This design comes from an exercise in tuning for small area, a short achievable clock period and few clock cycles on the open sky130 flow, not from production work.
In this exercise RTL edits were held to simulation tests only and were not proved equivalent to the original.

==> flow/design.v (outline; a module is shown in full before it is edited, if it fits) <==
// module skt_fp_round: 49 lines
// module skt_lzc32: 30 lines
// module skt_clz24: 8 lines
// module skt_fp_add: 52 lines
// module skt_fp_mul: 55 lines
// module skt_fp_div: 99 lines
// module skt_mul24: 1027 lines
// module skt_nco: 479 lines
module skt_nco (
    input  wire        clk,
    input  wire        rst,
    input  wire        cp_valid,
    input  wire [39:0] cp_cmd,
    output reg         cp_rsp_valid,
    output wire [32:0] cp_rsp,
    input  wire        sp_valid,
    input  wire [39:0] sp_cmd,
    output reg         sp_rsp_valid,
    output wire [32:0] sp_rsp
);
  // ...
==> flow/run.sh <==
#!/bin/bash
# synth_recipe.tcl (not shown) runs the flow's synth.tcl, then flattens the netlist and writes it again
# the make line also repeats each setting of config.mk as NAME=value (left out here)
make -C /OpenROAD-flow-scripts/flow DESIGN_CONFIG=/design/flow/config.mk WORK_HOME=/design/flow/orfs CLKGATE_MAP_FILE= SYNTH_SCRIPT=/design/flow/synth_recipe.tcl finish
==> flow/config.mk <==
export PLATFORM = sky130hd
export DESIGN_NAME = skt_nco
export DESIGN_NICKNAME = skt_nco
export VERILOG_FILES = /design/flow/design.v
export SDC_FILE = /design/flow/constraint.sdc
export NUM_CORES = 4
export LEC_CHECK = 0
export CAP_MARGIN = 20
export CORE_MARGIN = 2
export CORE_UTILIZATION = 40
export SLEW_MARGIN = 20
==> flow/constraint.sdc <==
create_clock -name core_clock -period 25.0 [get_ports {clk}]
set_input_delay 5.0000 -clock core_clock [delete_from_list [all_inputs] [get_ports {clk}]]
set_output_delay 5.0000 -clock core_clock [all_outputs]
set_load 0.01 [all_outputs]
==> key figures, run 1 <==
Synth
  • FF+latch count, synth: 954
  • Syn Area/Cell: 8.305 sq um
  • Most numerous cell in the Yosys netlist: nand2_1
  • Post-synthesis simple-gate area fraction: 20.84%
  • Ys async rst share: 0%

Worst setup path
  • Setup crit start kind: flip-flop
  • Worst EP arrival: 22.14 ns
  • Crit path capture: pchk[2]
  • Crit path max fanout: 81
  • Worst Path Buf+Inv: 7

Global route
  • GR met2 Demand/Resource: 61.15%
  • Layer with the highest usage: met2

Cells and area
  • Sequential share of cell area: 23.45%
  • Non-clock inverters: 860
  • Multi-input gates: 10020
  • Area of the multi-input gates: 72660 sq um

STA
  • Max Transition Viols Final: 0
  • Final hold slack: 0.4647 ns

CTS
  • Hold_buf cts: 0
  • Post-cts sizing count: 0

Die
  • Core box area: 264600 sq um
  • Starting Density: 40.10%

Run status
  • Run status: finished clean

Drt
  • Via density: 6.689

Placement
  • Port Buf Inserts: 151

Worst hold path
  • Hold Path Class: reg2reg
Testbench counts, summed over its fixed seeds: cycles 35,393.
==> module skt_fp_add, before the edit <==
module skt_fp_add (
    input  wire [31:0] a,
    input  wire [31:0] b,
    output reg  [31:0] r
);
    wire a_nan = (a[30:23] == 8'hFF) && (a[22:0] != 0);
    wire b_nan = (b[30:23] == 8'hFF) && (b[22:0] != 0);
    wire a_inf = (a[30:23] == 8'hFF) && (a[22:0] == 0);
    wire b_inf = (b[30:23] == 8'hFF) && (b[22:0] == 0);
    wire        swap = b[30:0] > a[30:0];
    wire [7:0]  ea   = (a[30:23] == 0) ? 8'd1 : a[30:23];
    wire [7:0]  eb_  = (b[30:23] == 0) ? 8'd1 : b[30:23];
    wire [7:0]  dab  = ea - eb_;
    wire [7:0]  dba  = eb_ - ea;
    wire [31:0] bg   = swap ? b : a;
    wire [31:0] lit  = swap ? a : b;
    wire [7:0]  eb   = swap ? eb_ : ea;
    wire [7:0]  d    = swap ? dba : dab;
    wire [23:0] mb   = {bg[30:23] != 0, bg[22:0]};
    wire [23:0] ms   = {lit[30:23] != 0, lit[22:0]};
    wire        sub  = a[31] ^ b[31];
    wire        far  = d > 8'd26;
    wire [26:0] sm   = far ? 27'd0 : ({ms, 3'd0} >> d[4:0]);
    wire        st   = far ? (lit[30:0] != 0)
                           : |({ms, 3'd0} & ~({27{1'b1}} << d[4:0]));
    wire [26:0] sma  = {sm[26:1], sm[0] | st};
    wire [27:0] sum  = {1'b0, mb, 3'd0} + ({1'b0, sma} ^ {28{sub}}) + {27'd0, sub};
    wire [7:0]  emax = eb - 8'd1;
    wire [31:0] mark = (emax > 8'd26) ? 32'd0 : (32'h80000000 >> emax[4:0]);
    wire [5:0]  lz;
    skt_lzc32 u_lzc (.x({sum[26:0], 5'd0} | mark), .n(lz));
    wire [26:0] nl   = sum[26:0] << lz[4:0];
    wire [26:0] m    = sum[27] ? {sum[27:2], sum[1] | sum[0]} : nl;
    wire [8:0]  e    = sum[27] ? {1'b0, eb} + 9'd1 : {1'b0, eb} - {3'd0, lz};
    wire [7:0]  fld  = m[26] ? e[7:0] : 8'd0;
    wire        rinc = m[2] & (m[1] | m[0] | m[3]);
    wire [30:0] rnd  = {fld, m[25:3]} + {30'd0, rinc};
    always @* begin
        if (a_nan || b_nan || (a_inf && b_inf && (a[31] != b[31])))
            r = 32'h7FC00000;
        else if (a_inf)
            r = a;
        else if (b_inf)
            r = b;
        else if (sum == 28'd0)
            r = {a[31] & b[31], 31'd0};
        else if (e >= 9'd255)
            r = {bg[31], 8'hFF, 23'd0};
        else
            r = {bg[31], rnd};
    end
endmodule
==> module skt_fp_div, before the edit <==
module skt_fp_div #(parameter K = 3) (
    input  wire        clk,
    input  wire        rst,
    input  wire        start,
    input  wire [31:0] a,
    input  wire [31:0] b,
    output wire        done,
    output reg  [31:0] r
);
    localparam IDLE = 2'd0, RUN = 2'd1, FIN = 2'd2;
    wire a_nan  = (a[30:23] == 8'hFF) && (a[22:0] != 0);
    wire b_nan  = (b[30:23] == 8'hFF) && (b[22:0] != 0);
    wire a_inf  = (a[30:23] == 8'hFF) && (a[22:0] == 0);
    wire b_inf  = (b[30:23] == 8'hFF) && (b[22:0] == 0);
    wire a_zero = a[30:0] == 0;
    wire b_zero = b[30:0] == 0;
    wire sign   = a[31] ^ b[31];
    wire [4:0] lza, lzb;
    skt_clz24 u_clza (.x({a[30:23] != 0, a[22:0]}), .n(lza));
    skt_clz24 u_clzb (.x({b[30:23] != 0, b[22:0]}), .n(lzb));
    wire [23:0] na = {a[30:23] != 0, a[22:0]} << lza;
    wire [23:0] nb = {b[30:23] != 0, b[22:0]} << lzb;
    wire signed [11:0] ea = $signed({4'd0, (a[30:23] == 0) ? 8'd1 : a[30:23]})
                            - $signed({7'd0, lza});
    wire signed [11:0] eb = $signed({4'd0, (b[30:23] == 0) ? 8'd1 : b[30:23]})
                            - $signed({7'd0, lzb});
    reg  [1:0]         state;
    reg  [4:0]         count;
    reg  [25:0]        rem;
    reg  [23:0]        dvs;
    reg  [26:0]        q;
    reg                rsign;
    reg  signed [11:0] rexp;
    reg  [1:0]         spec;     
    reg  [25:0] rm [0:K];
    reg  [K-1:0] qb;
    integer k;
    always @* begin
        rm[0] = rem;
        for (k = 0; k < K; k = k + 1) begin
            qb[K-1-k] = rm[k] >= {2'd0, dvs};
            rm[k+1]   = (qb[K-1-k] ? rm[k] - {2'd0, dvs} : rm[k]) << 1;
        end
    end
    wire [47:0] m_n = q[26] ? {q, 21'd0} : {q[25:0], 22'd0};
    wire signed [11:0] e_n = q[26] ? rexp : rexp - 12'sd1;
    wire [31:0] rounded;
    skt_fp_round u_rnd (
        .sign  (rsign),
        .e     (e_n),
        .m     (m_n),
        .sticky(rem != 0),
        .r     (rounded)
    );
    assign done = (state == FIN);
    always @* begin
        case (spec)
            2'd1:    r = 32'h7FC00000;
            2'd2:    r = {rsign, 8'hFF, 23'd0};
            2'd3:    r = {rsign, 31'd0};
            default: r = rounded;
        endcase
    end
    always @(posedge clk) begin
        if (rst) begin
            state <= IDLE;
        end else begin
            case (state)
                IDLE, FIN: if (start) begin
                    rsign <= sign;
                    state <= FIN;
                    if (a_nan || b_nan || (a_inf && b_inf) || (a_zero && b_zero))
                        spec  <= 2'd1;
                    else if (a_inf || b_zero)
                        spec  <= 2'd2;
                    else if (a_zero || b_inf)
                        spec  <= 2'd3;
                    else begin
                        spec  <= 2'd0;
                        rem   <= {2'd0, na};
                        dvs   <= nb;
                        q     <= 27'd0;
                        count <= 5'd0;
                        rexp  <= ea - eb + 12'sd127;
                        state <= RUN;
                    end
                end else
                    state <= IDLE;
                RUN: begin
                    q     <= {q[26-K:0], qb};
                    rem   <= rm[K];
                    count <= count + K;
                    if (count == 5'd27 - K) state <= FIN;
                end
                default: state <= IDLE;
            endcase
        end
    end
endmodule
==> run 2: changes to the inputs <==
--- a/flow/design.v
+++ b/flow/design.v
@@ -1,57 +1,8 @@
-module skt_fp_round (
-    input  wire               sign,
-    input  wire signed [11:0] e,
-    input  wire        [47:0] m,
-    input  wire               sticky,
-    output reg         [31:0] r
-);
-    reg        [11:0] sh;
-    reg        [48:0] ms;
-    reg               lost;
-    reg        [24:0] mant;
-    reg               g, s, inc;
-    reg signed [11:0] ee;
-    always @* begin
-        ee   = e;
-        sh   = 12'd0;
-        ms   = {m, sticky};
-        lost = 1'b0;
-        if (e < 1) begin
-            sh = 12'sd1 - e;
-            if (sh > 12'd49) begin
-                lost = |ms;
-                ms   = 49'd0;
-            end else begin
-                lost = |(ms & ((49'd1 << sh) - 49'd1));
-                ms   = ms >> sh;
-            end
-            ms[0] = ms[0] | lost;
-            ee    = 12'sd1;
-        end
-        mant = {1'b0, ms[48:25]};
-        g    = ms[24];
-        s    = |ms[23:0];
-        inc  = g & (s | mant[0]);
-        mant = mant + {24'd0, inc};
-        if (mant[24]) begin
-            mant = mant >> 1;
-            ee   = ee + 12'sd1;
-        end
-        if (m == 48'd0 && !sticky)
-            r = {sign, 31'd0};
-        else if (ee >= 12'sd255)
-            r = {sign, 8'hFF, 23'd0};
-        else if (!mant[23])
-            r = {sign, 8'd0, mant[22:0]};
-        else
-            r = {sign, ee[7:0], mant[22:0]};
-    end
-endmodule
 module skt_lzc32 (
     input  wire [31:0] x,
     output wire [5:0]  n
 );
     wire [15:0] v1;  wire [15:0] c1;
     wire [7:0]  v2;  wire [15:0] c2;
     wire [3:0]  v3;  wire [11:0] c3;
     wire [1:0]  v4;  wire [7:0]  c4;
@@ -83,17 +34,19 @@
 );
     wire [5:0] n32;
     skt_lzc32 u_lzc (.x({x, 8'hFF}), .n(n32));
     assign n = n32[4:0];
 endmodule
 module skt_fp_add (
     input  wire [31:0] a,
     input  wire [31:0] b,
-    output reg  [31:0] r
+    output reg  [31:0] r,
+    output reg         ge_tp,
+    output reg         ge_one
 );
     wire a_nan = (a[30:23] == 8'hFF) && (a[22:0] != 0);
     wire b_nan = (b[30:23] == 8'hFF) && (b[22:0] != 0);
     wire a_inf = (a[30:23] == 8'hFF) && (a[22:0] == 0);
     wire b_inf = (b[30:23] == 8'hFF) && (b[22:0] == 0);
     wire        swap = b[30:0] > a[30:0];
     wire [7:0]  ea   = (a[30:23] == 0) ? 8'd1 : a[30:23];
     wire [7:0]  eb_  = (b[30:23] == 0) ? 8'd1 : b[30:23];
@@ -116,30 +69,36 @@
     wire [31:0] mark = (emax > 8'd26) ? 32'd0 : (32'h80000000 >> emax[4:0]);
     wire [5:0]  lz;
     skt_lzc32 u_lzc (.x({sum[26:0], 5'd0} | mark), .n(lz));
     wire [26:0] nl   = sum[26:0] << lz[4:0];
     wire [26:0] m    = sum[27] ? {sum[27:2], sum[1] | sum[0]} : nl;
     wire [8:0]  e    = sum[27] ? {1'b0, eb} + 9'd1 : {1'b0, eb} - {3'd0, lz};
     wire [7:0]  fld  = m[26] ? e[7:0] : 8'd0;
     wire        rinc = m[2] & (m[1] | m[0] | m[3]);
-    wire [30:0] rnd  = {fld, m[25:3]} + {30'd0, rinc};
+    wire [30:0] pre  = {fld, m[25:3]};
+    wire [30:0] rnd  = pre + {30'd0, rinc};
+    wire        n_tp  = (pre > 31'h40C90FDA) || (pre == 31'h40C90FDA && rinc);
+    wire        n_one = (pre > 31'h3F7FFFFF) || (pre == 31'h3F7FFFFF && rinc);
     always @* begin
+        ge_tp  = 1'b0;
+        ge_one = 1'b0;
         if (a_nan || b_nan || (a_inf && b_inf && (a[31] != b[31])))
             r = 32'h7FC00000;
-        else if (a_inf)
-            r = a;
-        else if (b_inf)
-            r = b;
-        else if (sum == 28'd0)
+        else if (a_inf) begin
+            r = a;  ge_tp = !a[31];  ge_one = !a[31];
+        end else if (b_inf) begin
+            r = b;  ge_tp = !b[31];  ge_one = !b[31];
+        end else if (sum == 28'd0)
             r = {a[31] & b[31], 31'd0};
-        else if (e >= 9'd255)
-            r = {bg[31], 8'hFF, 23'd0};
-        else
-            r = {bg[31], rnd};
+        else if (e >= 9'd255) begin
+            r = {bg[31], 8'hFF, 23'd0};  ge_tp = !bg[31];  ge_one = !bg[31];
+        end else begin
+            r = {bg[31], rnd};  ge_tp = !bg[31] && n_tp;  ge_one = !bg[31] && n_one;
+        end
     end
 endmodule
 module skt_fp_mul (
     input  wire [31:0] a,
     input  wire [31:0] b,
     input  wire        half,
     output reg  [31:0] r
 );
@@ -187,109 +146,150 @@
         else if (a_zero || b_zero)
             r = {sign, 31'd0};
         else if (ovf)
             r = {sign, 8'hFF, 23'd0};
         else
             r = {sign, rnd};
     end
 endmodule
-module skt_fp_div #(parameter K = 3) (
+module skt_fp_div #(parameter K = 4) (
     input  wire        clk,
     input  wire        rst,
     input  wire        start,
     input  wire [31:0] a,
     input  wire [31:0] b,
     output wire        done,
     output reg  [31:0] r
 );
-    localparam IDLE = 2'd0, RUN = 2'd1, FIN = 2'd2;
+    localparam [2:0] IDLE = 3'd0, NORM = 3'd1, RUN = 3'd2, DEN0 = 3'd3,
+                     DEN  = 3'd4, FIN  = 3'd5;
     wire a_nan  = (a[30:23] == 8'hFF) && (a[22:0] != 0);
     wire b_nan  = (b[30:23] == 8'hFF) && (b[22:0] != 0);
     wire a_inf  = (a[30:23] == 8'hFF) && (a[22:0] == 0);
     wire b_inf  = (b[30:23] == 8'hFF) && (b[22:0] == 0);
     wire a_zero = a[30:0] == 0;
     wire b_zero = b[30:0] == 0;
     wire sign   = a[31] ^ b[31];
-    wire [4:0] lza, lzb;
-    skt_clz24 u_clza (.x({a[30:23] != 0, a[22:0]}), .n(lza));
-    skt_clz24 u_clzb (.x({b[30:23] != 0, b[22:0]}), .n(lzb));
-    wire [23:0] na = {a[30:23] != 0, a[22:0]} << lza;
-    wire [23:0] nb = {b[30:23] != 0, b[22:0]} << lzb;
-    wire signed [11:0] ea = $signed({4'd0, (a[30:23] == 0) ? 8'd1 : a[30:23]})
-                            - $signed({7'd0, lza});
-    wire signed [11:0] eb = $signed({4'd0, (b[30:23] == 0) ? 8'd1 : b[30:23]})
-                            - $signed({7'd0, lzb});
-    reg  [1:0]         state;
+    wire [7:0] ea = (a[30:23] == 0) ? 8'd1 : a[30:23];
+    wire [7:0] eb = (b[30:23] == 0) ? 8'd1 : b[30:23];
+    localparam integer NI = ((27 + K - 1) / K) * K;
+    reg  [2:0]         state;
     reg  [4:0]         count;
     reg  [25:0]        rem;
     reg  [23:0]        dvs;
-    reg  [26:0]        q;
+    reg  [NI-1:0]      q;
     reg                rsign;
     reg  signed [11:0] rexp;
     reg  [1:0]         spec;     
+    reg                dn;       
+    reg                stk;
     reg  [25:0] rm [0:K];
     reg  [K-1:0] qb;
     integer k;
     always @* begin
         rm[0] = rem;
         for (k = 0; k < K; k = k + 1) begin
             qb[K-1-k] = rm[k] >= {2'd0, dvs};
             rm[k+1]   = (qb[K-1-k] ? rm[k] - {2'd0, dvs} : rm[k]) << 1;
         end
     end
-    wire [47:0] m_n = q[26] ? {q, 21'd0} : {q[25:0], 22'd0};
-    wire signed [11:0] e_n = q[26] ? rexp : rexp - 12'sd1;
-    wire [31:0] rounded;
-    skt_fp_round u_rnd (
-        .sign  (rsign),
-        .e     (e_n),
-        .m     (m_n),
-        .sticky(rem != 0),
-        .r     (rounded)
-    );
-    assign done = (state == FIN);
+    wire [NI-1:0] q_run = {q[NI-1-K:0], qb};
+    wire signed [11:0] e_run = q_run[NI-1] ? rexp : rexp - 12'sd1;
+    wire [26:0] qo  = q[NI-1 -: 27];
+    wire        qx  = (NI > 27) ? (q[NI-27-1:0] != 0) : 1'b0;
+    wire        rst_any = (rem != 0) || qx;
+    reg  [23:0]        mt;
+    reg                g, s;
+    reg  signed [11:0] ee;
+    reg  [24:0]        m2;
+    reg  signed [11:0] ef;
     always @* begin
+        if (dn) begin
+            mt = qo[26:3]; g = qo[2]; s = (qo[1:0] != 0) || stk;     ee = 12'sd1;
+        end else if (qo[26]) begin
+            mt = qo[26:3]; g = qo[2]; s = (qo[1:0] != 0) || rst_any; ee = rexp;
+        end else begin
+            mt = qo[25:2]; g = qo[1]; s = qo[0] || rst_any;          ee = rexp - 12'sd1;
+        end
+        m2 = {1'b0, mt} + {24'd0, g & (s | mt[0])};
+        ef = m2[24] ? ee + 12'sd1 : ee;
         case (spec)
             2'd1:    r = 32'h7FC00000;
             2'd2:    r = {rsign, 8'hFF, 23'd0};
             2'd3:    r = {rsign, 31'd0};
-            default: r = rounded;
+            default: begin
+                if (ef >= 12'sd255)
+                    r = {rsign, 8'hFF, 23'd0};
+                else if (m2[24])
+                    r = {rsign, ef[7:0], m2[23:1]};
+                else if (!m2[23])
+                    r = {rsign, 8'd0, m2[22:0]};
+                else
+                    r = {rsign, ef[7:0], m2[22:0]};
+            end
         endcase
     end
+    assign done = (state == FIN);
     always @(posedge clk) begin
         if (rst) begin
             state <= IDLE;
         end else begin
             case (state)
                 IDLE, FIN: if (start) begin
                     rsign <= sign;
+                    dn    <= 1'b0;
                     state <= FIN;
                     if (a_nan || b_nan || (a_inf && b_inf) || (a_zero && b_zero))
                         spec  <= 2'd1;
                     else if (a_inf || b_zero)
                         spec  <= 2'd2;
                     else if (a_zero || b_inf)
                         spec  <= 2'd3;
                     else begin
                         spec  <= 2'd0;
-                        rem   <= {2'd0, na};
-                        dvs   <= nb;
-                        q     <= 27'd0;
+                        rem   <= {2'd0, a[30:23] != 0, a[22:0]};
+                        dvs   <= {b[30:23] != 0, b[22:0]};
+                        q     <= {NI{1'b0}};
                         count <= 5'd0;
-                        rexp  <= ea - eb + 12'sd127;
-                        state <= RUN;
+                        rexp  <= $signed({4'd0, ea}) - $signed({4'd0, eb}) + 12'sd127;
+                        state <= (a[30:23] != 0 && b[30:23] != 0) ? RUN : NORM;
                     end
                 end else
                     state <= IDLE;
+                NORM: begin
+                    if (!rem[23]) rem <= {rem[24:0], 1'b0};
+                    if (!dvs[23]) dvs <= {dvs[22:0], 1'b0};
+                    rexp <= rexp - {11'd0, !rem[23]} + {11'd0, !dvs[23]};
+                    if (rem[23] && dvs[23]) state <= RUN;
+                end
                 RUN: begin
-                    q     <= {q[26-K:0], qb};
+                    q     <= q_run;
                     rem   <= rm[K];
                     count <= count + K;
-                    if (count == 5'd27 - K) state <= FIN;
+                    if (count == NI - K) state <= (e_run < 12'sd1) ? DEN0 : FIN;
+                end
+                DEN0: begin
+                    q <= {NI{1'b0}};
+                    if (!qo[26]) begin
+                        q[NI-1 -: 27] <= {qo[25:0], 1'b0};
+                        rexp <= rexp - 12'sd1;
+                    end else
+                        q[NI-1 -: 27] <= qo;
+                    stk   <= rst_any;
+                    dn    <= 1'b1;
+                    state <= DEN;
+                end
+                DEN: begin
+                    if (rexp < 12'sd1 && qo != 27'd0) begin
+                        q[NI-1 -: 27] <= {1'b0, qo[26:1]};
+                        stk  <= stk | qo[0];
+                        rexp <= rexp + 12'sd1;
+                    end else
+                        state <= FIN;
                 end
                 default: state <= IDLE;
             endcase
         end
     end
 endmodule
 module skt_mul24 (
     input  wire [23:0] a,
@@ -1405,151 +1405,379 @@
     reg [31:0] omd;          
     reg        dlt1;         
     reg [2:0]  inc_z;        
     reg        cp_pend, sp_pend;
     reg [3:0]  cp_op;
     reg [1:0]  cp_u;
     reg [31:0] cp_data;
     reg [1:0]  cp_err;
-    reg        cp_depth;     
     reg [1:0]  sp_u;
     reg [1:0]  sp_err;
     reg        sp_tick, sp_next, sp_skip;    
     reg [32:0] rsp;
     assign cp_rsp = rsp;
     assign sp_rsp = rsp;
     localparam [1:0] M_IDLE = 2'd0, M_UNIT = 2'd1, M_PFIN = 2'd2, M_INC = 2'd3;
     localparam [4:0]
         V_S1  = 5'd0,  V_S2  = 5'd1,  V_S3  = 5'd2,  V_S4  = 5'd3,
         V_S5  = 5'd4,  V_S6  = 5'd5,  V_S7  = 5'd6,  V_S8  = 5'd7,
         V_S9  = 5'd8,  V_S10 = 5'd9,  V_S11 = 5'd10, V_TM  = 5'd11,
         V_TA  = 5'd12, V_C0  = 5'd13, V_C1  = 5'd14, V_C2  = 5'd15,
         V_C3  = 5'd16, V_VAL = 5'd17;
     localparam [1:0] I_CHK = 2'd0, I_DIV = 2'd1, I_WAIT = 2'd2;
+    localparam [2:0]
+        L_NONE = 3'd0,
+        L_SY1  = 3'd1,       
+        L_SY   = 3'd2,       
+        L_SZ   = 3'd3,       
+        L_TZ   = 3'd4,       
+        L_TZ4  = 3'd5,       
+        L_TV   = 3'd6;       
+    localparam [2:0]
+        L_ST   = 3'd7;       
     reg [1:0]  mst;
     reg        cur_sp;       
     reg        tick;         
     reg [4:0]  vst;
     reg        vsine;        
     reg [31:0] t, y, z;
     reg        neg;
     reg [2:0]  padd;         
     reg [2:0]  pchk;         
     reg [1:0]  ist;
     reg [1:0]  iu;
     reg [2:0]  imask;        
     reg        ishare;       
+    reg [2:0]  la;           
+    reg        la_tc;        
+    reg [7:0]  vaop;         
+    reg [7:0]  vmop;         
+    reg        pl_sin, pl_sy1, pl_sy, pl_sz, pl_st;
+    reg        pl_tri, pl_tz, pl_tz4, pl_tv, pl_tc;
+    reg        pl_sq, pl_dep;
     wire        p_busy_r = (padd != 3'd0) || (pchk != 3'd0);
-    wire        go     = ((mst == M_IDLE) || (mst == M_PFIN && !p_busy_r)) && (cp_pend || sp_pend);
+    reg         go;
     wire        x_sp   = !cp_pend;
     wire [1:0]  x_err  = x_sp ? sp_err : cp_err;
     wire        d_cp   = go && cp_pend && (cp_err == 2'd0);
-    wire        d_sp   = go && !cp_pend;
-    wire        d_unit = d_sp && (sp_tick || sp_next || sp_skip);
-    wire        d_val  = d_sp && (sp_tick || sp_next);
+    wire        d_unit = go && !cp_pend && (sp_tick || sp_next || sp_skip);
+    wire        d_val  = go && !cp_pend && (sp_tick || sp_next);
     wire [1:0]  vu     = sp_tick ? oscsel : sp_u;
     wire        vz     = inc_z[vu];
-    wire        c_sq   = d_val && (vz || vu == 2'd1);
-    wire        c_tri  = d_val && !vz && (vu == 2'd2);
-    wire        c_sin  = d_val && !vz && (vu == 2'd0);
-    wire        d_depth = go && cp_pend && cp_depth;
+    wire        c_sq   = pl_sq;
+    wire        c_tri  = pl_tri;
+    wire        c_tz   = pl_tz;
+    wire        c_tz4  = pl_tz4;
+    wire        c_tv   = pl_tv;
+    wire        c_sin  = pl_sin;
+    wire        c_sy1  = pl_sy1;
+    wire        c_sy   = pl_sy;
+    wire        c_sz   = pl_sz;
+    wire        c_st   = pl_st;
+    wire        c_tc   = pl_tc;
+    wire        c_anys = c_sin || c_sy1 || c_sy || c_sz || c_st;
+    wire        d_depth = pl_dep;
     wire [2:0]  padd_go = sp_tick ? ~inc_z : (~inc_z & (3'd1 << sp_u));
     wire        sq_lt  = f_lt(phase[1], F_HALF);
     wire [31:0] sq_r   = vz ? F_ONE : (sq_lt ? F_TWO : F_ZERO);      
     wire [31:0] sq_v   = vz ? F_ZERO : (sq_lt ? F_ONE : F_MONE);     
-    wire [2:0] padd_eff = d_unit ? padd_go : ((mst == M_UNIT || mst == M_PFIN) ? padd : 3'd0);
-    wire [2:0] pchk_eff = d_unit ? 3'd0    : ((mst == M_UNIT || mst == M_PFIN) ? pchk : 3'd0);
-    wire       p_busy   = (padd_eff != 3'd0) || (pchk_eff != 3'd0);
-    reg        p_sub;
-    reg [1:0]  pu;
-    always @* begin
-        p_sub = 1'b1;
-        if (pchk_eff[0])      pu = 2'd0;
-        else if (pchk_eff[1]) pu = 2'd1;
-        else if (pchk_eff[2]) pu = 2'd2;
-        else begin
-            p_sub = 1'b0;
-            if (padd_eff[0])      pu = 2'd0;
-            else if (padd_eff[1]) pu = 2'd1;
-            else                  pu = 2'd2;
+    function [3:0] pchoose(input [2:0] add, input [2:0] chk, input [1:0] sel);
+        begin
+            if (chk[sel])       pchoose = {2'b11, sel};
+            else if (add[sel])  pchoose = {2'b10, sel};
+            else if (chk[0])    pchoose = 4'b1100;
+            else if (chk[1])    pchoose = 4'b1101;
+            else if (chk[2])    pchoose = 4'b1110;
+            else if (add[0])    pchoose = 4'b1000;
+            else if (add[1])    pchoose = 4'b1001;
+            else if (add[2])    pchoose = 4'b1010;
+            else                pchoose = 4'b0000;
         end
-    end
-    wire u_on  = (mst == M_UNIT);
-    wire v_add = c_sin || c_tri || d_depth ||
-                 (u_on && (vst == V_S1 || vst == V_S4 || vst == V_S6 || vst == V_S8 ||
-                           vst == V_S11 || vst == V_TA || vst == V_C0 || vst == V_C2));
+    endfunction
+    reg  [3:0] pq;           
+    reg        v_add;        
+    wire [2:0] padd_eff = padd | (d_unit ? padd_go : 3'd0);
+    wire       p_busy   = pq[3];
+    wire       p_sub    = pq[2];
+    wire [1:0] pu       = pq[1:0];
     wire p_go  = p_busy && !v_add;
+    wire la_win = !go && (oscsel == 2'd0 || oscsel == 2'd2) && !inc_z[oscsel] &&
+                  !padd[oscsel] && !pchk[oscsel] &&
+                  (mst == M_IDLE || mst == M_PFIN ||
+                   (mst == M_UNIT && tick && (vst == V_C1 || vst == V_C2 || vst == V_C3)));
+    wire la_a  = la_win && !v_add && !p_busy;      
+    wire la_m  = la_win && (vmop == 8'd0);         
+    wire ls_a0 = la_a && (la == L_NONE) && (oscsel == 2'd0);    
+    wire ls_a1 = la_a && (la == L_SY1);                          
+    wire ls_m  = la_m && (la == L_SY);                           
+    wire lt_a0 = la_a && (la == L_NONE) && (oscsel == 2'd2);    
+    wire lt_m0 = la_m && (la == L_NONE) && (oscsel == 2'd2);    
+    wire lt_m1 = la_m && (la == L_TZ);                           
+    wire lt_a1 = la_a && (la == L_TZ4);                          
+    wire la_t  = (mst == M_IDLE || mst == M_PFIN);
+    wire ls_m1 = la_m && la_t && (la == L_SZ);                   
+    wire lt_a2 = la_a && la_t && (la == L_TV) && !la_tc;         
     reg  [31:0] add_a, add_b, mul_a, mul_b;
     reg         mul_h;
     wire [31:0] add_r, mul_r, div_r;
+    wire        add_ge_tp, add_ge_one;
     reg         div_start;
     wire        div_done;
-    skt_fp_add u_add (.a(add_a), .b(add_b), .r(add_r));
+    skt_fp_add u_add (.a(add_a), .b(add_b), .r(add_r), .ge_tp(add_ge_tp), .ge_one(add_ge_one));
     skt_fp_mul u_mul (.a(mul_a), .b(mul_b), .half(mul_h), .r(mul_r));
     skt_fp_div u_div (.clk(clk), .rst(rst), .start(div_start),
                       .a((iu == 2'd0) ? t : freq[iu]), .b(sr[iu]),
                       .done(div_done), .r(div_r));
     wire [31:0] dg = dlt1 ? depth : gain;
     wire [31:0] ts = (vsine && neg) ? f_neg(t) : t;
+    wire [31:0] pa = phase[pu];
+    wire [31:0] pb = p_sub ? ((pu == 2'd0) ? f_neg(F_TWO_PI) : F_MONE) : inc[pu];
     always @* begin
-        if (p_go) begin
-            add_a = phase[pu];
-            add_b = p_sub ? ((pu == 2'd0) ? f_neg(F_TWO_PI) : F_MONE) : inc[pu];
-        end else if (c_sin) begin
-            add_a = phase[0]; add_b = f_neg(F_PI);
-        end else if (c_tri) begin
-            add_a = F_ONE;    add_b = f_neg(phase[2]);
-        end else if (d_depth) begin
-            add_a = F_ONE;    add_b = f_neg(cp_data);
-        end else begin
-            case (vst)
-                V_S1:    begin add_a = F_PI; add_b = f_neg(y); end
-                V_S4:    begin add_a = t;    add_b = F_S7;    end
-                V_S6:    begin add_a = t;    add_b = F_S5;    end
-                V_S8:    begin add_a = t;    add_b = F_S3;    end
-                V_S11:   begin add_a = y;    add_b = t;       end
-                V_TA:    begin add_a = t;    add_b = F_MONE;  end
-                V_C0:    begin add_a = ts;   add_b = F_ONE;   end
-                default: begin add_a = t;    add_b = omd;     end
-            endcase
-        end
-        mul_h = 1'b0;
-        if (c_sq) begin
-            mul_a = sq_r;     mul_b = dg;   mul_h = 1'b1;
-        end else if (c_tri) begin
-            mul_a = F_FOUR;   mul_b = phase[2];
-        end else if (c_sin) begin
-            mul_a = phase[0]; mul_b = phase[0];
-        end else if (mst == M_INC) begin
-            mul_a = F_TWO_PI; mul_b = freq[0];
-        end else begin
-            case (vst)
-                V_S1, V_S2: begin mul_a = y; mul_b = y; end
-                V_S3:    begin mul_a = z;      mul_b = F_S9; end
-                V_S10:   begin mul_a = t;      mul_b = y;    end
-                V_TM:    begin mul_a = F_FOUR; mul_b = t;    end
-                V_C1:    begin mul_a = t;      mul_b = dg;   mul_h = 1'b1; end
-                V_C3:    begin mul_a = t;      mul_b = gain; end
-                default: begin mul_a = t;      mul_b = z;    end
-            endcase
-        end
+        add_a = ({32{p_go}}     & pa)
+              | ({32{c_sin || ls_a0}} & phase[0])
+              | ({32{c_tri || d_depth || lt_a0}} & F_ONE)
+              | ({32{vaop[0] || c_sy1 || ls_a1}} & F_PI)
+              | ({32{vaop[1] || vaop[2] || vaop[3] || vaop[5] || vaop[7] || c_st}} & t)
+              | ({32{vaop[4] || c_tv || lt_a2}} & y)
+              | ({32{c_tz4 || lt_a1}} & z)
+              | ({32{vaop[6]}}  & ts);
+        add_b = ({32{p_go}}     & pb)
+              | ({32{c_sin || ls_a0}} & f_neg(F_PI))
+              | ({32{c_tri || lt_a0}} & f_neg(phase[2]))
+              | ({32{d_depth}}  & f_neg(cp_data))
+              | ({32{vaop[0] || c_sy1 || ls_a1}} & f_neg(y))
+              | ({32{vaop[1] || c_st}} & F_S7)
+              | ({32{vaop[2]}}  & F_S5)
+              | ({32{vaop[3]}}  & F_S3)
+              | ({32{vaop[4]}}  & t)
+              | ({32{vaop[5] || c_tz4 || lt_a1}} & F_MONE)
+              | ({32{vaop[6] || c_tv || lt_a2}} & F_ONE)
+              | ({32{vaop[7]}}  & omd);
+        mul_a = ({32{c_sq}}     & sq_r)
+              | ({32{c_tri || vmop[4] || c_tz || lt_m0 || lt_m1}} & F_FOUR)
+              | ({32{c_sin}}    & phase[0])
+              | ({32{vmop[0] || c_sy1 || c_sy || ls_m}} & y)
+              | ({32{vmop[1] || c_sz || ls_m1}} & z)
+              | ({32{vmop[2] || vmop[3] || vmop[5] || vmop[6] || c_tc}} & t)
+              | ({32{vmop[7]}}  & F_TWO_PI);
+        mul_b = ({32{c_sq || vmop[5] || c_tc}} & dg)
+              | ({32{c_tri || lt_m0}} & phase[2])
+              | ({32{c_sin}}    & phase[0])
+              | ({32{vmop[0] || vmop[3] || c_sy1 || c_sy || ls_m}} & y)
+              | ({32{vmop[1] || c_sz || ls_m1}} & F_S9)
+              | ({32{vmop[2] || c_tz || lt_m1}} & z)
+              | ({32{vmop[4]}}  & t)
+              | ({32{vmop[6]}}  & gain)
+              | ({32{vmop[7]}}  & freq[0]);
+        mul_h = c_sq || vmop[5] || c_tc;
         div_start = 1'b0;
         if (mst == M_INC) begin
             if (ist == I_DIV)
                 div_start = 1'b1;
             else if (ist == I_CHK && iu != 2'd0 && !f_zero(freq[iu]) && !f_zero(sr[iu]))
                 div_start = 1'b1;
         end
     end
     function [2:0] inext(input [2:0] m, input [1:0] u);
         inext = m & ~((3'd2 << u) - 3'd1);
     endfunction
     wire [2:0] inx = inext(imask, iu);
-    wire add_ge_l = (pu == 2'd0) ? f_ge(add_r, F_TWO_PI) : f_ge(add_r, F_ONE);
+    wire add_ge_l = (pu == 2'd0) ? add_ge_tp : add_ge_one;
+    wire p0_ge_pi = f_ge(phase[0], F_PI);
+    wire p0_gt_hp = f_lt(F_HALF_PI, phase[0]);
+    wire y_gt_hp  = f_lt(F_HALF_PI, y);
+    wire p2_lt_h  = f_lt(phase[2], F_HALF);
+    reg [1:0] mst_n;
+    reg [4:0] vst_n;
+    reg [2:0] la_n;
+    always @* begin
+        mst_n = mst;
+        vst_n = vst;
+        if (mst == M_PFIN && !p_busy_r) mst_n = M_IDLE;
+        if (go) begin
+            if (d_cp && (cp_op == OP_SETSR || cp_op == OP_SETF ||
+                         cp_op == OP_START || cp_op == OP_SPEED))
+                mst_n = M_INC;
+            if (d_unit) mst_n = sp_skip ? M_PFIN : M_UNIT;
+            if (c_sq || c_tc) begin
+                vst_n = V_C2;
+                if (!sp_tick || !dlt1) mst_n = M_PFIN;
+            end
+            if (c_tri) vst_n = p2_lt_h ? V_TA : V_TM;
+            if (c_tz)  vst_n = V_TA;
+            if (c_tz4) vst_n = V_C0;
+            if (c_tv)  vst_n = V_C1;
+            if (c_sin) begin
+                if (p0_ge_pi)      vst_n = V_S1;
+                else if (p0_gt_hp) vst_n = V_S2;
+                else               vst_n = V_S3;
+            end
+            if (c_sy1) vst_n = y_gt_hp ? V_S2 : V_S3;
+            if (c_sy)  vst_n = V_S3;
+            if (c_sz)  vst_n = V_S4;
+            if (c_st)  vst_n = V_S5;
+        end
+        if (mst == M_UNIT) begin
+            case (vst)
+                V_S1:  vst_n = y_gt_hp ? V_S2 : V_S3;
+                V_S2:  vst_n = V_S3;
+                V_S3:  vst_n = V_S4;
+                V_S4:  vst_n = V_S5;
+                V_S5:  vst_n = V_S6;
+                V_S6:  vst_n = V_S7;
+                V_S7:  vst_n = V_S8;
+                V_S8:  vst_n = V_S9;
+                V_S9:  vst_n = V_S10;
+                V_S10: vst_n = V_S11;
+                V_S11: vst_n = tick ? V_C0 : V_VAL;
+                V_TM:  vst_n = V_TA;
+                V_TA:  vst_n = tick ? V_C0 : V_VAL;
+                V_C0:  vst_n = V_C1;
+                V_C1: begin
+                    vst_n = V_C2;
+                    if (!dlt1) mst_n = M_PFIN;
+                end
+                V_C2:  vst_n = V_C3;
+                default: mst_n = M_PFIN;      
+            endcase
+        end
+        if (mst == M_INC) begin
+            if (ist == I_CHK && (f_zero(freq[iu]) || f_zero(sr[iu])) && inx == 3'd0)
+                mst_n = M_IDLE;
+            if (ist == I_WAIT && div_done && inx == 3'd0)
+                mst_n = M_IDLE;
+        end
+        la_n = la;
+        if (ls_a0) la_n = p0_ge_pi ? L_SY1 : L_SY;
+        if (ls_a1) la_n = L_SY;
+        if (la_win && la == L_SY1 && !y_gt_hp) la_n = L_SY;
+        if (ls_m)  la_n = L_SZ;
+        if (lt_a0 && !p2_lt_h) la_n = L_TZ;
+        if (lt_m0 && p2_lt_h)  la_n = L_TZ4;
+        if (lt_m1) la_n = L_TZ4;
+        if (lt_a1) la_n = L_TV;
+        if (ls_m1) la_n = L_ST;
+        if (d_val ||                                              
+            (p_go && pu == oscsel) ||                             
+            (d_cp && (cp_op == OP_SEL || cp_op == OP_START || cp_op == OP_SETSR ||
+                      cp_op == OP_SETF || cp_op == OP_SPEED ||    
+                      (cp_op == OP_RST && cp_u == oscsel))))
+            la_n = L_NONE;
+    end
+    wire la_tc_n = (la_n == L_TV) && (lt_a2 || (la_tc && la == L_TV));
+    reg [2:0] padd_n, pchk_n;
+    always @* begin
+        padd_n = padd;
+        pchk_n = pchk;
+        if (mst == M_UNIT || mst == M_PFIN || d_unit) begin
+            padd_n = padd_eff;
+            if (p_go) begin
+                if (p_sub)
+                    pchk_n[pu] = 1'b0;
+                else begin
+                    padd_n[pu] = 1'b0;
+                    pchk_n[pu] = add_ge_l;
+                end
+            end
+        end
+    end
+    wire        cp_pend_n  = cp_valid || (cp_pend && !(go && !x_sp));
+    wire        sp_pend_n  = sp_valid || (sp_pend && !(go && x_sp));
+    wire [1:0]  cp_dec     = decode(cp_cmd, 1'b0);
+    wire [1:0]  sp_dec     = decode(sp_cmd, 1'b1);
+    wire        cp_dep_n   = cp_valid ? (cp_dec == 2'd0 && cp_cmd[39:36] == OP_DEPTH)
+                                      : (cp_err == 2'd0 && cp_op == OP_DEPTH);
+    wire        sp_tick_n  = sp_valid ? (sp_dec == 2'd0 && sp_cmd[39:36] == OP_TICK) : sp_tick;
+    wire        sp_next_n  = sp_valid ? (sp_dec == 2'd0 && sp_cmd[39:36] == OP_NEXT) : sp_next;
+    wire [1:0]  sp_u_n     = sp_valid ? sp_cmd[35:34] : sp_u;
+    wire [1:0]  oscsel_n   = (d_cp && cp_op == OP_SEL) ? cp_data[1:0] : oscsel;
+    reg  [2:0]  inc_z_n;
+    always @* begin
+        inc_z_n = inc_z;
+        if (mst == M_INC) begin
+            if (ist == I_CHK && (f_zero(freq[iu]) || f_zero(sr[iu]))) begin
+                inc_z_n[iu] = 1'b1;
+                if (ishare && iu == 2'd1) inc_z_n[2] = 1'b1;
+            end
+            if (ist == I_WAIT && div_done) begin
+                inc_z_n[iu] = f_zero(div_r);
+                if (ishare && iu == 2'd1) inc_z_n[2] = f_zero(div_r);
+            end
+        end
+    end
+    wire [1:0]  vu_n   = sp_tick_n ? oscsel_n : sp_u_n;
+    wire [2:0]  padd_go_n = sp_tick_n ? ~inc_z_n : (~inc_z_n & (3'd1 << sp_u_n));
+    wire [3:0]  pgo_ch    = pchoose(padd_go_n, 3'd0, oscsel_n);
+    wire        spv_n  = !cp_pend_n && sp_pend_n && (sp_tick_n || sp_next_n);
+    wire        sp_skip_n = sp_valid ? (sp_dec == 2'd0 && sp_cmd[39:36] == OP_SKIP) : sp_skip;
+    wire        spu_n  = !cp_pend_n && sp_pend_n && (sp_tick_n || sp_next_n || sp_skip_n);
+    wire        usela  = sp_tick_n;        
+    wire        vs_n   = spv_n && !inc_z_n[vu_n] && (vu_n == 2'd0);
+    wire        vt_n   = spv_n && !inc_z_n[vu_n] && (vu_n == 2'd2);
+    wire go_n = ((mst_n == M_IDLE) || (mst_n == M_PFIN && padd_n == 3'd0 && pchk_n == 3'd0)) &&
+                (cp_pend_n || sp_pend_n);
+    wire pl_dep_n = go_n && cp_pend_n && cp_dep_n;
+    wire pl_sin_n = go_n && vs_n && !(usela && (la_n == L_SY1 || la_n == L_SY ||
+                                                la_n == L_SZ || la_n == L_ST));
+    wire pl_sy1_n = go_n && vs_n && usela && la_n == L_SY1;
+    wire pl_sy_n  = go_n && vs_n && usela && la_n == L_SY;
+    wire pl_sz_n  = go_n && vs_n && usela && la_n == L_SZ;
+    wire pl_st_n  = go_n && vs_n && usela && la_n == L_ST;
+    wire pl_tri_n = go_n && vt_n && !(usela && (la_n == L_TZ || la_n == L_TZ4 || la_n == L_TV));
+    wire pl_tz_n  = go_n && vt_n && usela && la_n == L_TZ;
+    wire pl_tz4_n = go_n && vt_n && usela && la_n == L_TZ4;
+    wire pl_tv_n  = go_n && vt_n && usela && la_n == L_TV && !la_tc_n;
+    wire pl_tc_n  = go_n && vt_n && usela && la_n == L_TV && la_tc_n;
+    wire pl_sq_n  = go_n && spv_n && (inc_z_n[vu_n] || (vu_n == 2'd1));
+    reg [7:0] vaop_n, vmop_n;
+    always @* begin
+        vaop_n = 8'd0;
+        vmop_n = 8'd0;
+        if (mst_n == M_UNIT) case (vst_n)
+            V_S1:  begin vaop_n = 8'b0000_0001; vmop_n = 8'b0000_0001; end
+            V_S2:  vmop_n = 8'b0000_0001;
+            V_S3:  vmop_n = 8'b0000_0010;
+            V_S4:  vaop_n = 8'b0000_0010;
+            V_S5, V_S7, V_S9: vmop_n = 8'b0000_0100;
+            V_S6:  vaop_n = 8'b0000_0100;
+            V_S8:  vaop_n = 8'b0000_1000;
+            V_S10: vmop_n = 8'b0000_1000;
+            V_S11: vaop_n = 8'b0001_0000;
+            V_TM:  vmop_n = 8'b0001_0000;
+            V_TA:  vaop_n = 8'b0010_0000;
+            V_C0:  vaop_n = 8'b0100_0000;
+            V_C1:  vmop_n = 8'b0010_0000;
+            V_C2:  vaop_n = 8'b1000_0000;
+            V_C3:  vmop_n = 8'b0100_0000;
+            default: ;
+        endcase
+        if (mst_n == M_INC) vmop_n = 8'b1000_0000;
+    end
+    wire u_on   = (mst == M_UNIT);
+    wire u_madd = u_on && (vst == V_S4 || vst == V_S6 || vst == V_S8 || vst == V_S11 ||
+                           vst == V_TA || vst == V_C2);
+    wire u_mmul = u_on && (vst == V_S3 || vst == V_S5 || vst == V_S7 || vst == V_S9 ||
+                           vst == V_S10 || vst == V_TM || vst == V_C1);
+    wire u_c0   = u_on && (vst == V_C0);
+    wire t_clamp = vsine && f_lt(F_ONE, t);      
+    wire t_wa = lt_a2 || (c_tri && !p2_lt_h) || c_tz4 || c_tv || c_st || u_madd ||
+                (u_c0 && !t_clamp);
+    wire t_wm = ls_m1 || ((c_sq || c_tc) && sp_tick) || (c_tri && p2_lt_h) || c_tz ||
+                c_sz || u_mmul ||
+                (mst == M_INC && ist == I_CHK && iu == 2'd0);
+    wire t_wc = u_c0 && t_clamp;
+    wire u_s1 = u_on && (vst == V_S1);
+    wire y_wa = ((ls_a0 || c_sin) && p0_ge_pi) || ((ls_a1 || c_sy1 || u_s1) && y_gt_hp) ||
+                lt_a1;
+    wire y_wn = (ls_a0 || c_sin) && !p0_ge_pi && p0_gt_hp;
+    wire y_wp = (ls_a0 || c_sin) && !p0_ge_pi && !p0_gt_hp;
+    wire z_wa = lt_a0 && !p2_lt_h;
+    wire z_wm = ls_m || (lt_m0 && p2_lt_h) || lt_m1 || (c_sin && !p0_ge_pi && !p0_gt_hp) ||
+                ((c_sy1 || u_s1) && !y_gt_hp) || c_sy || (u_on && vst == V_S2);
     integer k;
     always @(posedge clk) begin
         if (rst) begin
             for (k = 0; k < 3; k = k + 1) begin
                 sr[k]    <= F_ZERO;
                 freq[k]  <= F_ZERO;
                 inc[k]   <= F_ZERO;
                 phase[k] <= F_ZERO;
@@ -1561,69 +1789,110 @@
             omd          <= F_ZERO;
             dlt1         <= 1'b0;
             inc_z        <= 3'b111;
             cp_pend      <= 1'b0;
             sp_pend      <= 1'b0;
             cp_rsp_valid <= 1'b0;
             sp_rsp_valid <= 1'b0;
             mst          <= M_IDLE;
+            la           <= L_NONE;
+            la_tc        <= 1'b0;
+            pl_st        <= 1'b0;
+            pl_tc        <= 1'b0;
+            vaop         <= 8'd0;
+            vmop         <= 8'd0;
+            pl_sin       <= 1'b0;
+            pl_sy1       <= 1'b0;
+            pl_sy        <= 1'b0;
+            pl_sz        <= 1'b0;
+            pl_tri       <= 1'b0;
+            pl_tz        <= 1'b0;
+            pl_tz4       <= 1'b0;
+            pl_tv        <= 1'b0;
+            pl_sq        <= 1'b0;
+            pl_dep       <= 1'b0;
             padd         <= 3'd0;
             pchk         <= 3'd0;
+            pq           <= 4'd0;
+            v_add        <= 1'b0;
+            go           <= 1'b0;
         end else begin
             cp_rsp_valid <= 1'b0;
             sp_rsp_valid <= 1'b0;
-            if (mst == M_UNIT || mst == M_PFIN || d_unit) begin
-                padd <= padd_eff;
-                pchk <= pchk_eff;
-                if (p_go) begin
-                    phase[pu] <= add_r;
-                    if (p_sub)
-                        pchk[pu] <= 1'b0;
-                    else begin
-                        padd[pu] <= 1'b0;
-                        pchk[pu] <= add_ge_l;
-                    end
-                end
-            end
-            if (mst == M_PFIN && !p_busy_r) mst <= M_IDLE;
+            mst   <= mst_n;
+            vst   <= vst_n;
+            la    <= la_n;
+            la_tc <= la_tc_n;
+            inc_z <= inc_z_n;
+            vaop   <= vaop_n;
+            vmop   <= vmop_n;
+            pl_dep <= pl_dep_n;
+            pl_sin <= pl_sin_n;
+            pl_sy1 <= pl_sy1_n;
+            pl_sy  <= pl_sy_n;
+            pl_sz  <= pl_sz_n;
+            pl_st  <= pl_st_n;
+            pl_tri <= pl_tri_n;
+            pl_tz  <= pl_tz_n;
+            pl_tz4 <= pl_tz4_n;
+            pl_tv  <= pl_tv_n;
+            pl_tc  <= pl_tc_n;
+            pl_sq  <= pl_sq_n;
+            v_add  <= (vaop_n != 8'd0) || pl_sin_n || pl_sy1_n || pl_st_n || pl_tri_n ||
+                      pl_tz4_n || pl_tv_n || pl_dep_n;
+            padd <= padd_n;
+            pchk <= pchk_n;
+            pq   <= go_n ? {spu_n && pgo_ch[3], 1'b0, pgo_ch[1:0]}
+                         : pchoose(padd_n, pchk_n, oscsel_n);
+            go   <= go_n;
+            if (p_go) phase[pu] <= add_r;
+            if (t_wa)      t <= add_r;
+            else if (t_wm) t <= mul_r;
+            else if (t_wc) t <= neg ? F_ZERO : F_TWO;    
+            if (y_wa)      y <= add_r;
+            else if (y_wn) y <= f_neg(add_r);
+            else if (y_wp) y <= phase[0];
+            if (z_wa)      z <= add_r;
+            else if (z_wm) z <= mul_r;
+            if (ls_a0 || c_sin) neg <= p0_ge_pi;
             if (go) begin
                 if (x_sp) sp_pend <= 1'b0;
                 else      cp_pend <= 1'b0;
                 cur_sp <= x_sp;
                 rsp    <= {x_err != 2'd0, 30'd0, x_err};
                 if (d_cp) case (cp_op)
                     OP_SETSR: begin
                         sr[cp_u] <= cp_data;
                         imask    <= 3'd1 << cp_u;  iu <= cp_u;  ishare <= 1'b0;
-                        ist      <= I_CHK;         mst <= M_INC;
+                        ist      <= I_CHK;
                     end
                     OP_SETF: begin
                         freq[cp_u] <= cp_data;
                         imask      <= 3'd1 << cp_u;  iu <= cp_u;  ishare <= 1'b0;
-                        ist        <= I_CHK;         mst <= M_INC;
+                        ist        <= I_CHK;
                     end
                     OP_RST:   phase[cp_u] <= F_ZERO;
                     OP_START: begin
                         for (k = 0; k < 3; k = k + 1) begin
                             sr[k]    <= cp_data;
                             freq[k]  <= speed;
                             phase[k] <= F_ZERO;
                         end
                         imask <= 3'b011;  iu <= 2'd0;  ishare <= 1'b1;
-                        ist   <= I_CHK;   mst <= M_INC;
+                        ist   <= I_CHK;
                     end
                     OP_SPEED: begin
                         speed <= cp_data;
                         for (k = 0; k < 3; k = k + 1)
                             freq[k] <= cp_data;
                         ishare <= (sr[1] == sr[2]);
                         imask  <= (sr[1] == sr[2]) ? 3'b011 : 3'b111;
                         iu     <= 2'd0;
-                        ist    <= I_CHK;   mst <= M_INC;
+                        ist    <= I_CHK;
                     end
                     OP_DEPTH: begin
                         depth <= cp_data;
                         omd   <= add_r;
                         dlt1  <= f_lt(cp_data, F_ONE);
                     end
                     OP_GAIN:  gain   <= cp_data;
                     OP_SEL:   oscsel <= cp_data[1:0];
@@ -1638,162 +1907,77 @@
                             2'd2: rsp[31:0] <= inc[cp_data[3:2]];
                             default: rsp[31:0] <= phase[cp_data[3:2]];
                         endcase
                     endcase
                     default: ;
                 endcase
                 if (d_unit) begin
                     tick  <= sp_tick;
-                    vsine <= 1'b0;
-                    neg   <= 1'b0;
-                    mst   <= sp_skip ? M_PFIN : M_UNIT;
+                    vsine <= c_anys;
                 end
-                if (c_sq) begin
+                if (c_sq || c_tc) begin
                     if (sp_tick) begin
-                        t   <= mul_r;
-                        vst <= V_C2;
-                        if (!dlt1) begin
-                            rsp[31:0] <= mul_r;
-                            mst       <= M_PFIN;
-                        end
-                    end else begin
+                        if (!dlt1) rsp[31:0] <= mul_r;
+                    end else
                         rsp[31:0] <= sq_v;
-                        mst       <= M_PFIN;
-                    end
                 end
-                if (c_tri) begin
-                    if (f_lt(phase[2], F_HALF)) begin
-                        t   <= mul_r;             
-                        vst <= V_TA;
-                    end else begin
-                        t   <= add_r;             
-                        vst <= V_TM;
-                    end
-                end
-                if (c_sin) begin
-                    vsine <= 1'b1;
-                    if (f_ge(phase[0], F_PI)) begin
-                        y   <= add_r;             
-                        neg <= 1'b1;
-                        vst <= V_S1;
-                    end else if (f_lt(F_HALF_PI, phase[0])) begin
-                        y   <= f_neg(add_r);      
-                        vst <= V_S2;
-                    end else begin
-                        y   <= phase[0];
-                        z   <= mul_r;             
-                        vst <= V_S3;
-                    end
-                end
-                if (!d_val || (c_sq && (!sp_tick || !dlt1))) begin
+                if (!d_val || ((c_sq || c_tc) && (!sp_tick || !dlt1))) begin
                     if (x_sp) sp_rsp_valid <= 1'b1;
                     else      cp_rsp_valid <= 1'b1;
                 end
             end
             if (mst == M_UNIT) begin
-                case (vst)
-                    V_S1: begin
-                        if (f_lt(F_HALF_PI, y)) begin
-                            y   <= add_r;         
-                            vst <= V_S2;
-                        end else begin
-                            z   <= mul_r;         
-                            vst <= V_S3;
-                        end
-                    end
-                    V_S2:  begin z <= mul_r; vst <= V_S3;  end
-                    V_S3:  begin t <= mul_r; vst <= V_S4;  end
-                    V_S4:  begin t <= add_r; vst <= V_S5;  end
-                    V_S5:  begin t <= mul_r; vst <= V_S6;  end
-                    V_S6:  begin t <= add_r; vst <= V_S7;  end
-                    V_S7:  begin t <= mul_r; vst <= V_S8;  end
-                    V_S8:  begin t <= add_r; vst <= V_S9;  end
-                    V_S9:  begin t <= mul_r; vst <= V_S10; end
-                    V_S10: begin t <= mul_r; vst <= V_S11; end
-                    V_S11: begin t <= add_r; vst <= tick ? V_C0 : V_VAL; end
-                    V_TM:  begin t <= mul_r; vst <= V_TA;  end
-                    V_TA:  begin t <= add_r; vst <= tick ? V_C0 : V_VAL; end
-                    V_C0: begin
-                        if (vsine && f_lt(F_ONE, t)) t <= neg ? F_ZERO : F_TWO;
-                        else                         t <= add_r;
-                        vst <= V_C1;
-                    end
-                    V_C1: begin
-                        t   <= mul_r;
-                        vst <= V_C2;
-                        if (!dlt1) begin
-                            rsp <= {1'b0, mul_r};
-                            mst <= M_PFIN;
-                            if (cur_sp) sp_rsp_valid <= 1'b1;
-                            else        cp_rsp_valid <= 1'b1;
-                        end
-                    end
-                    V_C2:  begin t <= add_r; vst <= V_C3;  end
-                    V_C3, V_VAL: begin
-                        if (vst == V_C3)
-                            rsp <= {1'b0, mul_r};
-                        else if (vsine)
+                if ((vst == V_C1 && !dlt1) || vst == V_C3 || vst == V_VAL) begin
+                    if (vst == V_VAL) begin
+                        if (vsine)
                             rsp <= {1'b0, neg ^ (f_lt(F_ONE, t) ? 1'b0 : t[31]),
                                     f_lt(F_ONE, t) ? F_ONE[30:0] : t[30:0]};
                         else
                             rsp <= {1'b0, t};
-                        mst <= M_PFIN;
-                        if (cur_sp) sp_rsp_valid <= 1'b1;
-                        else        cp_rsp_valid <= 1'b1;
-                    end
-                    default: ;
-                endcase
+                    end else
+                        rsp <= {1'b0, mul_r};
+                    if (cur_sp) sp_rsp_valid <= 1'b1;
+                    else        cp_rsp_valid <= 1'b1;
+                end
             end
             if (mst == M_INC) begin
                 case (ist)
                     I_CHK: begin
                         if (f_zero(freq[iu]) || f_zero(sr[iu])) begin
-                            inc[iu]   <= F_ZERO;
-                            inc_z[iu] <= 1'b1;
-                            if (ishare && iu == 2'd1) begin
-                                inc[2]   <= F_ZERO;
-                                inc_z[2] <= 1'b1;
-                            end
+                            inc[iu] <= F_ZERO;
+                            if (ishare && iu == 2'd1) inc[2] <= F_ZERO;
                             imask <= inx;
-                            if (inx == 3'd0) mst <= M_IDLE;
-                            else iu <= inx[1] ? 2'd1 : 2'd2;
-                        end else if (iu == 2'd0) begin
-                            t   <= mul_r;
-                            ist <= I_DIV;
-                        end else
+                            if (inx != 3'd0) iu <= inx[1] ? 2'd1 : 2'd2;
+                        end else if (iu == 2'd0)
+                            ist <= I_DIV;            
+                        else
                             ist <= I_WAIT;
                     end
                     I_DIV: ist <= I_WAIT;
                     I_WAIT: if (div_done) begin
-                        inc[iu]   <= div_r;
-                        inc_z[iu] <= f_zero(div_r);
-                        if (ishare && iu == 2'd1) begin
-                            inc[2]   <= div_r;
-                            inc_z[2] <= f_zero(div_r);
-                        end
+                        inc[iu] <= div_r;
+                        if (ishare && iu == 2'd1) inc[2] <= div_r;
                         imask <= inx;
                         ist   <= I_CHK;
-                        if (inx == 3'd0) mst <= M_IDLE;
-                        else iu <= inx[1] ? 2'd1 : 2'd2;
+                        if (inx != 3'd0) iu <= inx[1] ? 2'd1 : 2'd2;
                     end
                     default: ;
                 endcase
             end
             if (cp_valid) begin
                 cp_pend  <= 1'b1;
                 cp_op    <= cp_cmd[39:36];
                 cp_u     <= cp_cmd[35:34];
                 cp_data  <= cp_cmd[31:0];
-                cp_err   <= decode(cp_cmd, 1'b0);
-                cp_depth <= (decode(cp_cmd, 1'b0) == 2'd0) && (cp_cmd[39:36] == OP_DEPTH);
+                cp_err   <= cp_dec;
             end
             if (sp_valid) begin
                 sp_pend <= 1'b1;
                 sp_u    <= sp_cmd[35:34];
-                sp_err  <= decode(sp_cmd, 1'b1);
-                sp_tick <= (decode(sp_cmd, 1'b1) == 2'd0) && (sp_cmd[39:36] == OP_TICK);
-                sp_next <= (decode(sp_cmd, 1'b1) == 2'd0) && (sp_cmd[39:36] == OP_NEXT);
-                sp_skip <= (decode(sp_cmd, 1'b1) == 2'd0) && (sp_cmd[39:36] == OP_SKIP);
+                sp_err  <= sp_dec;
+                sp_tick <= sp_tick_n;
+                sp_next <= sp_next_n;
+                sp_skip <= (sp_dec == 2'd0) && (sp_cmd[39:36] == OP_SKIP);
             end
         end
     end
 endmodule
==> flow/flow/run.sh (new file) <==
#!/bin/bash
# The standard layout (the standard.sh: standard synthesis, with ABC's
# area script from config.mk, ORFS floorplan to finish), with Yosys/ABC's
# buffers removed at floorplan and the repair steps aiming for extra setup
# slack.
set -euo pipefail
bash standard.sh REMOVE_ABC_BUFFERS=1 SETUP_SLACK_MARGIN=12 finish > standard_flow.log 2>&1
==> flow/standard.sh (new file) <==
#!/bin/bash
# synth_recipe.tcl (not shown) runs the flow's synth.tcl, then flattens the netlist and writes it again
# the make line also repeats each setting of config.mk as NAME=value (left out here)
make -C /OpenROAD-flow-scripts/flow DESIGN_CONFIG=/design/flow/config.mk WORK_HOME=/design/flow/orfs CLKGATE_MAP_FILE= SYNTH_SCRIPT=/design/flow/synth_recipe.tcl "${@:-finish}"
==> flow/config.mk (replaced) <==
export PLATFORM = sky130hd
export DESIGN_NAME = skt_nco
export DESIGN_NICKNAME = skt_nco
export VERILOG_FILES = /design/flow/design.v
export SDC_FILE = /design/flow/constraint.sdc
export NUM_CORES = 4
export LEC_CHECK = 0
export ABC_AREA = 1
export CAP_MARGIN = 20
export CORE_MARGIN = 2
export CORE_UTILIZATION = 40
export SLEW_MARGIN = 20
removed: flow/run.sh
==> run 2 against run 1 <==
Against the previous run: global-route usage shrank 2.6 points; still clean on timing, DRC and antenna; flip-flop and latch count increased by 39; final cell count up 14%.
==> key figures, run 2 <==
Worst setup path
  • Worst setup EP type: flip-flop
  • Critical path data required time: 25.64 ns
  • Most repeated library cell on the critical path: inv_1
  • Crit path max fanout: 7 (-91%)
  • Max incr delay on CP: 0.57 ns
  • Crit-path slowest cell: fa_1
  • Type of the worst setup path: reg2reg
  • Worst EP arrival: 13.51 ns (-8.63 ns)
  • Setup crit start kind: flip-flop

STA
  • Final critical-path required period: 12.87 ns
  • Max Transition Viols Final: 0 (unchanged)
  • Unrepaired setup endpoints after global routing: yes
  • Tcrit/Tclk final: 51.47%
  • Setup TNS: 0 ns
  • Setup WS post-layout: 12.13 ns
  • Setup violators final: 0
  • Fmax: 77.71 MHz
  • Worst-Margin Slew: 1.302 ns
  • Final Skew: 0.08301 ns
  • Hold Vio Cnt, Final: 0
  • Max transition margin: 12.31%

Die
  • Starting Density: 40.09% (about the same)
  • Core box area: 253500 sq um (-4.2%)
  • Die area: 258100 sq um
  • Placement Rows: 185
  • Die Span X: 508.0 um
  • I/O pins: 152
  • Vert. Die Dim: 508.0 um

CTS
  • Clk sinks: 993
  • Num CTS Buffers: 113
  • Hold_buf cts: 0 (unchanged)
  • Reg clk slew, reported paths: 0.06 ns
  • H-Tree Level Count: 3
  • Clk Latency, worst-skew pair: 0.80 ns
  • Root Buffer: clkbuf_16
  • TritonCTS clock tree: yes
  • Max Buffers Root-to-Sink: 3

Synth
  • Yosys warns: 6
  • Count of flip-flops with a built-in enable after synthesis: 674
  • Sequential area share after synthesis: 26.20%
  • Syn Area/Cell: 6.901 sq um (-17%)
  • Synthesized instance count: 14730
  • Top post-synthesis cells by area: edfxtp_1 20%, nand2_1 10%, fa_1 9.7%, o21ai_0 8.3%, inv_1 7.2%
  • FF+latch count, synth: 993 (+4.1%)
  • Most numerous cell in the Yosys netlist: nand2_1
  • Area leader, netlist: edfxtp_1
  • Synth cell count leaders: 2830 x nand2_1, 1958 x inv_1, 1690 x o21ai_0
  • Dominant synthesized flop cell: edfxtp_1
  • Post-synth cell types: 89
  • Ys async rst share: 0% (unchanged)
  • Post-Synthesis Cell Area: 101600 sq um
  • Synth top area share: 19.92%

Cells and area
  • Most frequent cells in the layout: 2754 x nand2_1, 1900 x inv_1, 1575 x o21ai_0
  • Layout cell share with drive strength beyond 1: 11.24%
  • Fill cell count: 25930
  • Area grow syn2layout: 16.15%
  • Commonest non-fill, non-tap cell in the layout: nand2_1
  • Final Cell Area: 118000 sq um
  • Nets@finish: 15810

Drt
  • Post-Route WL: 516800 um
  • DRC: 0
  • DR vias: 112700
  • Router iterations before antenna repair: 10
  • Via density: 6.136 (-8.3%)
  • Initial drt markers: 16890
  • ANT nets after route: 0
  • WL/cell: 28.14 um

Placement
  • Setup WS pre-CTS: 7.861 ns
  • GP Congestion: 1.072
  • Port Buf Inserts: 151 (unchanged)
  • Placed cell area: 106800 sq um
  • Detailed placement HPWL: 379500 um

Global route
  • Largest net degree at the start of global routing: 114
  • First-pass GRT wire length: 720300 um
  • Global route overflow: 0
  • Initial antenna violation count: 27
  • Total GRT Usage: 37.97%
  • Vias in the first global route: 102400

Run status
  • Run status: finished clean

Job
  • MaxCap Viol Count: 0

Worst hold path
  • Hold Path Class: reg2reg
## run 2: path summary, 6_finish.rpt
kind / start / endpoint / slack [ns] / cells after the start
setup / recovery: phase[1][18] / rsp[29] / 12.13 / 65
hold reg to reg: phase[2][5] / phase[2][5] / 0.47 / 2
hold / removal: phase[2][5] / phase[2][5] / 0.47 / 2
setup reg to reg: phase[1][18] / rsp[29] / 12.13 / 65
## run 2: per-layer routing
| metal | routed length [um] | part of all wire [%] | vias to the layer above | global-route usage [%] |
|---|---|---|---|---|
| met3 | 68440 | 13 | 1882 | 10.96 |
| met4 | 42500 | 8.2 | 12 | 24.80 |
| met2 | 212000 | 41 | 7825 | 55.73 |
| li1 | - | - | 49800 | - |
| met1 | 193800 | 37 | 53150 | 48.50 |
| met5 | 82 | 0.016 | - | 0 |
## run 2: kinds of logic (layout without fill, tap and decap cells)
| family | after synthesis | in the layout | share of synthesized area, % |
|---|---|---|---|
| buf+inv | 2867 | 3104 | 10.93 |
| flops | 993 | 993 | 26.20 |
| fa+ha+maj | 851 | 851 | 14.13 |
| other cells | 0 | 26 | 0 |
| compound gates | 3812 | 3812 | 21.49 |
| xor+xnor | 279 | 279 | 2.431 |
| mux | 17 | 17 | 0.1675 |
| simple gates | 5906 | 5913 | 24.65 |
## run 2: area by class of cell
type	instances	area [sq um]	share of cell area (%)
diodes	26	65.06	0.05513
clock buffers	153	3163	2.680
clock inverters	60	668.1	0.5661
inverters	2060	8138	6.895
multi-input cells	10870	67050	56.81
flip-flops and latches	993	26660	22.59
well taps	3366	4212	3.569
repair buffers	827	8029	6.803
repair inverters	4	32.53	0.02756
## run 2: worst max-delay path: cells and delay by family, from the launching register on
family / cells / cell delay, ns
XOR/XNOR: 1 / 0.20
buffers and inverters: 13 / 1.48
flip-flops: 1 / 0.44
AO/OA/AOI/OAI: 17 / 2.69
adder cells (fa/ha/maj): 8 / 3.63
AND/OR/NAND/NOR: 26 / 4.29
## run 2: metrics by stage
step	util (%)	std cells	hold slack (ns)
global route	46.54	18340	0.4818
global placement	42.12	17750	0.4611
floorplan	-	13920	0.4361
CTS	44.92	18120	0.4682
finish	46.56	18360	0.4670
detailed placement	42.15	17760	0.4598
## run 2: timing repair
action,4_1_cts,5_1_grt
endpoints found under the setup margin,334,326
setup buffers,133,196
cloned,13,19
pin swaps,51,165
gates resized for setup,431,546
Testbench counts of run 2, summed over its fixed seeds: cycles 31,504.

-- static timing again, ports no longer ideal --
How much do the figures lean on ideal ports? The routed layouts below were timed once more, with nothing changed but the port constraints.
Step 1, drivers: a clkbuf_16 drives clk and a buf_2 each remaining input, both assumed.
Step 2 times the ports against the registers' clock, not the clock port: input delays grow and output delays shrink by t, the midpoint of the rising clock arrivals with the driver on.
Three values: ideal ports, drivers, drivers and shift; two values: the first two.
run | t, ns | setup WS [ns] | latest minus earliest clock arrival (ns) | worst slew at a driven data input, ns
run 1 | 0.874 | 3.519 / 3.519 / 3.519 | 0.104 / 0.104 | 0.13
run 2 | 0.838 | 12.132 / 12.132 / 12.132 | 0.083 / 0.083 | 0.05
After both steps setup and hold are still met in every run listed.
